Source: an optimization exercise on an open RTL-to-GDS flow (aim: small area, a short achievable clock period and few clock cycles). Production flows keep margins and buffers that such runs may drop.
Only simulation tests tie the RTL to the original design; equivalence was not proved.
Power figures rest on the tool's default switching activity, not on a simulated workload.

// csb
module csb (
    input  wire        clk,
    input  wire        rst,                
    input  wire        lockstep_strict,    
    input  wire        req_valid,
    output wire        req_ready,
    input  wire [31:0] req_word,
    output reg         rsp_valid,
    output reg  [2:0]  rsp_code,
    output reg  [15:0] rsp_data,
    output reg         mem_valid,
    output reg         mem_we,
    output wire [1:0]  mem_dev,
    output reg  [15:0] mem_addr,
    output wire [7:0]  mem_wdata,
    input  wire        mem_ready,
    input  wire [7:0]  mem_rdata,
    output wire        ntf_valid,
    output wire [1:0]  ntf_ext,
    output wire [4:0]  ntf_kind,
    output wire        ntf_level,
    output wire        log_valid,
    output wire [1:0]  log_inst,
    output wire [4:0]  log_kind,
    output wire        log_level
);
    localparam [17:0] L_RELOAD = 18'h00001;
    localparam [17:0] L_T1     = 18'h0C3E5;
    localparam [17:0] L_T2     = 18'h261F2;
    localparam [17:0] L_M1     = 18'h3D375;
    localparam [17:0] L_M2     = 18'h3E9BA;
    localparam [4:0] K_IRQ  = 5'd1;
    localparam [4:0] K_NMI  = 5'd2;
    localparam [4:0] K_RDY  = 5'd3;
    localparam [4:0] K_BA   = 5'd5;
    localparam [4:0] K_CNT  = 5'd7;
    localparam [4:0] K_TOD  = 5'd8;
    localparam [4:0] K_FLAG = 5'd9;
    localparam [4:0] K_DMA  = 5'd17;
    localparam [5:0] OP_ANNOUNCE = 6'h01, OP_WAIT    = 6'h02, OP_RELEASE = 6'h03,
                     OP_ALLFIN   = 6'h04, OP_START   = 6'h08, OP_STOP    = 6'h09,
                     OP_TICK     = 6'h0A, OP_SETRATE = 6'h0B, OP_GETRATE = 6'h0C,
                     OP_TODREG   = 6'h0D, OP_STORE   = 6'h10, OP_LOAD    = 6'h11,
                     OP_ISINIT   = 6'h12, OP_SETCPU  = 6'h13, OP_SETVIC  = 6'h14,
  ...
Size in the first run: ~110 I/O pins.
export LEC_CHECK = 0
export ABC_AREA = 1
export CAP_MARGIN = 20
export CORE_MARGIN = 2
export CORE_UTILIZATION = 65
export CTS_CLUSTER_DIAMETER = 80
export CTS_CLUSTER_SIZE = 25
export PLACE_DENSITY = 0.8
export SETUP_SLACK_MARGIN = 4.5
export SLEW_MARGIN = 20
create_clock -name core_clock -period 7.0 [get_ports {clk}]
standard.sh (not shown) runs the stock make flow with config.mk's settings and CLKGATE_MAP_FILE= SYNTH_SCRIPT=/design/flow/synth_recipe.tcl, a recipe that flattens the netlist after the stock synthesis.
==> flow/flow/run.sh <==
#!/bin/bash
# The standard layout (standard.sh), with the port buffers that buffer_ports
# inserts made from buf_1 cells instead of the delay cells it picks by default.
export BUFFER_PORTS_ARGS="-buffer_cell sky130_fd_sc_hd__buf_1"
bash standard.sh > standard.log 2>&1
The first run completed with no timing, DRC or antenna violations.
Testbench counts at the start, summed over its fixed seeds: cycles 30,417.
Rerun with:
ABC_AREA = default   (was 1)
CORE_UTILIZATION = 40   (was 65)
PLACE_DENSITY = 0.6   (was 0.8)
SETUP_SLACK_MARGIN = 4.1   (was 4.5)
What happened: Cell area shrinks by a few percent; power grows by a few percent; register-to-register slack gets worse by 0.42 ns.
Rerun with:
ABC_AREA = 1   (was default)
CORE_UTILIZATION = 55   (was 40)
PLACE_DENSITY = 0.7   (was 0.6)
SETUP_SLACK_MARGIN = 4.5   (was 4.1)
Outcome: Synthesized cell count goes up by about a fifth; final cell count goes up by roughly a tenth; final area goes up by a few percent; synthesized area goes up slightly; via count goes up by roughly a tenth; global-route usage goes up by 8.7 points.
Rerun with:
SETUP_SLACK_MARGIN = 4.4   (was 4.5)
The changed run finished with timing, DRC and antenna clean.
Global-route usage increases by 0.32 points.
Sequential power hardly moves.
Via count decreases by 0.88%.
Synthesized area does not change.
Sequential cell count is unchanged.

---

Starting RTL as in the previous note.
==> flow/config.mk <==
export PLATFORM = sky130hd
export DESIGN_NAME = csb
export DESIGN_NICKNAME = csb
export VERILOG_FILES = /design/flow/design.v
export SDC_FILE = /design/flow/constraint.sdc
export NUM_CORES = 4
export LEC_CHECK = 0
export ABC_AREA = 1
export CAP_MARGIN = 20
export CORE_MARGIN = 2
export CORE_UTILIZATION = 40
export CTS_CLUSTER_DIAMETER = 80
export CTS_CLUSTER_SIZE = 25
export PLACE_DENSITY = 0.6
export SETUP_SLACK_MARGIN = 4.3
export SLEW_MARGIN = 20
==> flow/constraint.sdc <==
create_clock -name core_clock -period 7.0 [get_ports {clk}]
set_input_delay 1.4000 -clock core_clock [delete_from_list [all_inputs] [get_ports {clk}]]
set_output_delay 1.4000 -clock core_clock [all_outputs]
set_load 0.01 [all_outputs]
Scripts as last shown in full above: flow/flow/run.sh
Testbench counts at the start, summed over its fixed seeds: cycles 30,417.
==> next run, changes <==
- ABC_AREA: 1 -> unset
- CORE_UTILIZATION: 40 -> 55
- PLACE_DENSITY: 0.6 -> 0.7
- SETUP_SLACK_MARGIN: 4.3 -> 4.1
Outcome:
- total power came out lower by 4.0%
- die area shrinks by 28%
- area after synthesis came out lower by 1.5%
- final cell count came out lower by 20%
- flip-flop and latch count is unchanged
==> next run, changes <==
- ABC_AREA: unset -> 1
- CORE_UTILIZATION: 55 -> 40
- PLACE_DENSITY: 0.7 -> 0.6
What happened: Cell count went up by 24%; first-iteration DRC count is lower by 16%; total power is higher by 3.3%; final area goes up by 2.7%.

port drivers added, routing unchanged:
In the flow no input, the clock included, has a driving cell. The finished layouts below were timed again as built, in two steps.
Step 1 (the two cells are an assumption about what drives the block):
set clk [get_ports {clk}]
set_driving_cell -lib_cell sky130_fd_sc_hd__clkbuf_16 $clk
set_driving_cell -lib_cell sky130_fd_sc_hd__buf_2 [delete_from_list [all_inputs] $clk]
Step 2, shift: input delay + t, output delay - t, t = (earliest + latest rising clock arrival at the registers) / 2. This alone moves slack from input paths to output paths.
a / b / c = ideal ports / drivers / drivers and shift; a / b = the first two.
run | shift t [ns] | setup WS [ns] | worst slew at a driven data input, ns
the first run of note 1 | 0.623 | 4.412 / 4.358 / 3.925 | 0.06
the second run of note 1 | 0.679 | 3.928 / 3.958 / 3.279 | 0.16
the third run of note 1 | 0.645 | 4.384 / 4.327 / 3.929 | 0.06
the fourth run of note 1 | 0.661 | 4.363 / 4.333 / 3.816 | 0.06
the first run of note 2 | 0.658 | 4.310 / 4.250 / 3.679 | 0.07
the second run of note 2 | 0.646 | 3.932 / 3.950 / 3.304 | 0.05
the third run of note 2 | 0.651 | 4.190 / 4.137 / 3.594 | 0.09
After both steps every run listed still meets setup and hold. For the second run of note 1, which loses most, drivers alone change the setup slack by +0.030 ns; drivers and shift together by -0.649 ns.
